Source: an optimization exercise on an open RTL-to-GDS flow (aim: small area, a short achievable clock period and few clock cycles per item). Production flows keep margins and buffers that such runs may drop. At most, simulation tests tie the RTL to the original design; equivalence was not proved.

==> flow/design.v (excerpt) <==
module adf4350_plan (
    input  wire        clk,
    input  wire        rst,           
    input  wire        in_valid,
    output wire        in_ready,
    input  wire [31:0] in_f,          
    input  wire [15:0] in_ref,        
    output wire        out_valid,
    input  wire        out_ready,
    output wire [2:0]  out_div,
    output wire [22:0] out_int,
    output wire [22:0] out_frac,
    output wire [22:0] out_mod
);
Size: about 1,200 cells after synthesis.
export LEC_CHECK = 0
export ABC_CLOCK_PERIOD_IN_PS = 3100
export CAP_MARGIN = 20
export CORE_MARGIN = 2
export CORE_UTILIZATION = 40
export SETUP_SLACK_MARGIN = 3.9
export SLEW_MARGIN = 20
create_clock -name core_clock -period 7.0 [get_ports {clk}]
run.sh (not shown) runs the stock make flow with config.mk's settings and CLKGATE_MAP_FILE= SYNTH_SCRIPT=/design/flow/synth_recipe.tcl, a recipe that flattens the netlist after the stock synthesis.
The baseline passed the timing, DRC and antenna checks.
Rerun with:
--- a/flow/config.mk
+++ b/flow/config.mk
@@ -7,3 +7,3 @@
 export LEC_CHECK = 0
-export ABC_CLOCK_PERIOD_IN_PS = 3100
+export ABC_CLOCK_PERIOD_IN_PS = 3600
 export CAP_MARGIN = 20
@@ -11,3 +11,3 @@
 export CORE_UTILIZATION = 40
-export SETUP_SLACK_MARGIN = 3.9
+export SETUP_SLACK_MARGIN = 3.4
 export SLEW_MARGIN = 20
Cell area shrinks by a few percent.
Via count drops by a few percent.
Count of clock-buffer cells in the layout fell by 2.
Routed wire length goes down by a few percent.
Die area does not change.
Non-clock buffer count decreases by 18.
No run of this note included a check of the RTL's function; only the layout flow was run.

Another version of the RTL of adf4350_plan (not shown whole).
Size in the first run: ~1100 cells after synthesis, roughly 81 flip-flops, ~130 I/O pins, about 8100 sq um of cells after synthesis.
Settings: LEC_CHECK=0, ABC_AREA=1, CAP_MARGIN=20, CORE_MARGIN=2, CORE_UTILIZATION=55, SETUP_SLACK_MARGIN=2.0, SLEW_MARGIN=20; clock period 7.0 ns.
standard.sh (not shown) runs the stock make flow with config.mk's settings and CLKGATE_MAP_FILE= SYNTH_SCRIPT=/design/flow/synth_recipe.tcl, a recipe that flattens the netlist after the stock synthesis.
==> flow/flow/run.sh <==
#!/bin/bash
set -euo pipefail
export BUFFER_PORTS_ARGS="-buffer_cell sky130_fd_sc_hd__buf_1"
bash standard.sh > orfs_make.log 2>&1
Testbench counts at the start, summed over its fixed seeds: cycles 21,748, items 1,600.
Next try:
--- a/flow/config.mk
+++ b/flow/config.mk
@@ -9,5 +9,6 @@
 export CAP_MARGIN = 20
 export CORE_MARGIN = 2
-export CORE_UTILIZATION = 55
-export SETUP_SLACK_MARGIN = 2.0
+export CORE_UTILIZATION = 60
+export PLACE_DENSITY = 0.75
+export SETUP_SLACK_MARGIN = 2.2
 export SLEW_MARGIN = 20
Global-route usage grows by 1.6 points. Setup slack is better by 0.14 ns. First-iteration DRC count grows by 77%. Design area grows by 2.4%. Clock-buffer cell count shrinks by 1. Cell count hardly moves.
Next try:
==> flow/flow/run.sh (replaced) <==
#!/bin/bash
set -euo pipefail
export BUFFER_PORTS_ARGS="-buffer_cell sky130_fd_sc_hd__buf_2"
bash standard.sh > orfs_make.log 2>&1
--- a/flow/config.mk
+++ b/flow/config.mk
@@ -7,8 +7,9 @@
 export LEC_CHECK = 0
 export ABC_AREA = 1
+export ABC_CLOCK_PERIOD_IN_PS = 4500
 export CAP_MARGIN = 20
 export CORE_MARGIN = 2
-export CORE_UTILIZATION = 60
-export PLACE_DENSITY = 0.75
-export SETUP_SLACK_MARGIN = 2.2
+export CORE_UTILIZATION = 40
+export CTS_BUF_LIST = sky130_fd_sc_hd__clkbuf_4 sky130_fd_sc_hd__clkbuf_8
+export SETUP_SLACK_MARGIN = 1.5
 export SLEW_MARGIN = 20
Cell area fell by a few percent.
Worst setup slack loses 0.44 ns.
Area after synthesis does not change.
Next try:
==> flow/flow/run.sh (replaced) <==
#!/bin/bash
set -euo pipefail
export BUFFER_PORTS_ARGS="-buffer_cell sky130_fd_sc_hd__buf_1"
bash standard.sh > orfs_make.log 2>&1
==> flow/config.mk (replaced) <==
export PLATFORM = sky130hd
export DESIGN_NAME = adf4350_plan
export DESIGN_NICKNAME = adf4350_plan
export VERILOG_FILES = /design/flow/design.v
export SDC_FILE = /design/flow/constraint.sdc
export NUM_CORES = 4
export LEC_CHECK = 0
export ABC_AREA = 1
export CAP_MARGIN = 20
export CORE_MARGIN = 2
export CORE_UTILIZATION = 70
export SETUP_SLACK_MARGIN = 2.4
export SLEW_MARGIN = 20
Outcome:
- setup slack gains 0.080 ns
- count of clock-buffer cells in the layout grows by 2
- worst hold slack degrades by 0.0081 ns
- via count grows by about a fifth
- maximum frequency is higher slightly
- clock skew stays flat

adf4350_plan, a different RTL version from the one above (not shown whole).
Size in the first run: ~1300 cells after synthesis, ~80 flip-flops, about 130 I/O pins, ~10000 um^2 of cells after synthesis.
make LEC_CHECK=0 ABC_AREA=1 ABC_CLOCK_PERIOD_IN_PS=3600 CAP_MARGIN=20 CORE_MARGIN=2 CORE_UTILIZATION=40 SETUP_SLACK_MARGIN=3.0 SLEW_MARGIN=20 finish   # period 7.0 ns
run.sh (not shown) runs the stock make flow with config.mk's settings and CLKGATE_MAP_FILE= SYNTH_SCRIPT=/design/flow/synth_recipe.tcl, a recipe that flattens the netlist after the stock synthesis.
Stock flow here: none of the scripts above is used.
Change:
--- a/flow/config.mk
+++ b/flow/config.mk
@@ -7,8 +7,8 @@
 export LEC_CHECK = 0
 export ABC_AREA = 1
-export ABC_CLOCK_PERIOD_IN_PS = 3600
+export ABC_CLOCK_PERIOD_IN_PS = 3300
 export CAP_MARGIN = 20
 export CORE_MARGIN = 2
 export CORE_UTILIZATION = 40
-export SETUP_SLACK_MARGIN = 3.0
+export SETUP_SLACK_MARGIN = 3.5
 export SLEW_MARGIN = 20
Result: Worst setup slack degrades by 0.0078 ns; wire length increases by about 8%; via count increases by 4.3%; core utilization came out higher by 6.1 points; global-route usage is higher by 1.4 points.
Function was not checked in any run of this note: the RTL went through the layout flow alone.

The RTL this note starts from:
==> flow/design.v <==
module adf4350_plan (
    input  wire        clk,
    input  wire        rst,           
    input  wire        in_valid,
    output wire        in_ready,
    input  wire [31:0] in_f,          
    input  wire [15:0] in_ref,        
    output wire        out_valid,
    input  wire        out_ready,
    output wire [2:0]  out_div,
    output wire [22:0] out_int,
    output wire [22:0] out_frac,
    output wire [22:0] out_mod
);
    reg        prep;
    reg        busy;
    reg        done;
    reg [3:0]  cnt;         
    reg [2:0]  div_r;
    reg [22:0] q_r;         
    reg        c_r;         
    reg [2:0]  r5;
    reg [22:0] rem;         
    reg [20:0] mod_q;       
    wire accept = in_valid & in_ready;
    assign in_ready  = ~prep & ~busy & (~done | out_ready);
    assign out_valid = done;
    reg [2:0] div_sel;
    always @(*) begin
        if      (in_f < 32'd68750)   div_sel = 3'd6;
        else if (in_f < 32'd137500)  div_sel = 3'd5;
        else if (in_f < 32'd275000)  div_sel = 3'd4;
        else if (in_f < 32'd550000)  div_sel = 3'd3;
        else if (in_f < 32'd1100000) div_sel = 3'd2;
        else if (in_f < 32'd2200000) div_sel = 3'd1;
        else                         div_sel = 3'd0;
    end
    wire        odd    = div_sel[0];
    wire [21:0] g_lo   = odd ? {in_f[20:0], 1'b0} : in_f[21:0];
    wire [9:0]  xt     = odd ? {9'd0, in_f[21]} : in_f[31:22];
    wire        big    = |in_f[31:23];               
    wire [9:0]  px     = rem[9:0];
    wire [7:0]  p_d5   = px / 3'd5;                  
    wire [2:0]  p_r5   = px % 3'd5;
    wire [6:0]  p_p    = p_d5[7:1];
    wire        p_q    = q_r[22] && (p_p >= 7'd100);
    wire [6:0]  p_rm   = p_q ? (p_p - 7'd100) : p_p;
    wire [20:0] mod25  = ({5'd0, in_ref} << 4) + ({5'd0, in_ref} << 3) + {5'd0, in_ref};
    wire        zero_in = (cnt < {2'b00, div_r[2:1]});
    wire        n1 = q_r[21] & ~zero_in;
    wire        n2 = q_r[20] & ~zero_in;
    wire [3:0]  t1  = {r5, n1};                  
    wire        c1  = (t1 >= 4'd5);
    wire [2:0]  r51 = c1 ? (t1 - 4'd5) : t1[2:0];
    wire [3:0]  t2  = {r51, n2};
    wire        c2  = (t2 >= 4'd5);
    wire [2:0]  r52 = c2 ? (t2 - 4'd5) : t2[2:0];
    wire [23:0] d1 = {1'b0, rem} - {3'd0, mod_q};
    wire [23:0] d2 = {1'b0, rem} - {2'd0, mod_q, 1'b0};
    wire [23:0] na  = ~{3'd0, mod_q};
    wire [23:0] nb  = ~{2'd0, mod_q, 1'b0};
    wire [23:0] cs  = {1'b0, rem} ^ na ^ nb;
    wire [23:0] cc  = ({1'b0, rem} & na) | ({1'b0, rem} & nb) | (na & nb);
    wire [23:0] d3  = cs + {cc[22:0], 1'b0} + 24'd2;
    wire        ge1 = ~d1[23];
    wire        ge2 = ~d2[23];
    wire        ge3 = ~d3[23];
    wire [1:0]  dig = ge3 ? 2'd3 : ge2 ? 2'd2 : ge1 ? 2'd1 : 2'd0;
    wire [20:0] rhi = ge3 ? d3[20:0] : ge2 ? d2[20:0] : ge1 ? d1[20:0] : rem[20:0];
    wire [22:0] rm2 = {rhi, c_r, c1};
    assign out_div  = div_r;
    assign out_int  = q_r;
    assign out_frac = rem + {22'd0, c_r};
    assign out_mod  = {mod_q, 2'b00};
    always @(posedge clk) begin
        if (rst) begin
            prep <= 1'b0;
            busy <= 1'b0;
            done <= 1'b0;
        end else if (accept) begin
            prep <= big;
            busy <= ~big;
            done <= 1'b0;
        end else if (prep) begin
            prep <= 1'b0;
            busy <= 1'b1;
        end else if (busy) begin
            if (cnt == 4'd0) begin
                busy <= 1'b0;
                done <= 1'b1;
            end
        end else if (out_ready) begin
            done <= 1'b0;
        end
        if (accept) begin
            div_r <= div_sel;
            cnt   <= 4'd10 + {2'b00, div_sel[2:1]};
            q_r   <= {big & (in_ref == 16'd1), g_lo};
            c_r   <= 1'b0;
            r5    <= {2'd0, xt[0]};
            rem   <= big ? {13'd0, xt} : 23'd0;
            mod_q <= mod25;
        end else if (prep) begin
            q_r[22] <= p_q;
            c_r     <= p_d5[0];
            r5      <= p_r5;
            rem     <= {16'd0, p_rm};
        end else if (busy) begin
            cnt <= cnt - 4'd1;
            q_r <= {q_r[22], q_r[19:0], dig};
            c_r <= c2;
            r5  <= r52;
            rem <= rm2;
        end
    end
endmodule
Settings: LEC_CHECK=0, ABC_CLOCK_PERIOD_IN_PS=3600, CAP_MARGIN=20, CORE_MARGIN=2, CORE_UTILIZATION=40, SETUP_SLACK_MARGIN=2.5, SLEW_MARGIN=20; clock period 7.0 ns.
Change:
--- a/flow/config.mk
+++ b/flow/config.mk
@@ -7,0 +8 @@
+export ABC_AREA = 1
@@ -12 +13 @@
-export SETUP_SLACK_MARGIN = 2.5
+export SETUP_SLACK_MARGIN = 3.0
Outcome: The changed run passed the timing, DRC and antenna checks; worst setup slack gets better by 0.32 ns; global-route usage goes up by 1.9 points; final area goes up by 3.8%; via count goes up by 0.57%; maximum frequency goes up by 7.2%; flip-flop and latch count stays the same.
No functional check of the RTL was part of any run of this note.

[afterwards: timing with drivers on the ports]
Ports are ideal in the flow. The routed layouts listed here were re-timed in OpenROAD.
Step 1, drivers: a clkbuf_16 drives clk and a buf_2 each remaining input, both assumed.
Step 2 moves the port delays by t, midway between the first and last clock arrival at a register: inputs arrive t later, outputs are due t later. That takes back most of the time a late clock gives input paths.
Three values: no drivers, after step 1, after step 2; two values: the first two.
run	shift t [ns]	slack for setup (ns)	clock arrival spread, ns
the first run of note 1	0.381	2.364 / 2.364 / 2.364	0.019 / 0.019
the second run of note 1	0.392	2.425 / 2.425 / 2.425	0.011 / 0.012
the first run of note 2	0.383	2.180 / 2.180 / 2.098	0.010 / 0.010
the second run of note 2	0.381	2.322 / 2.322 / 2.174	0.009 / 0.008
the third run of note 2	0.421	1.879 / 1.879 / 1.879	0.014 / 0.014
the fourth run of note 2	0.387	1.959 / 1.959 / 1.959	0.012 / 0.012
the first run of note 3	0.402	2.138 / 2.125 / 1.722	0.015 / 0.015
the second run of note 3	0.406	2.131 / 2.122 / 1.716	0.010 / 0.010
the first run of note 4	0.398	2.267 / 2.267 / 2.267	0.015 / 0.016
the second run of note 4	0.397	2.583 / 2.583 / 2.583	0.017 / 0.018
After both steps setup and hold are still met in every run listed. For the first run of note 3, which loses most, drivers alone change the setup slack by -0.013 ns; drivers and shift together by -0.416 ns.
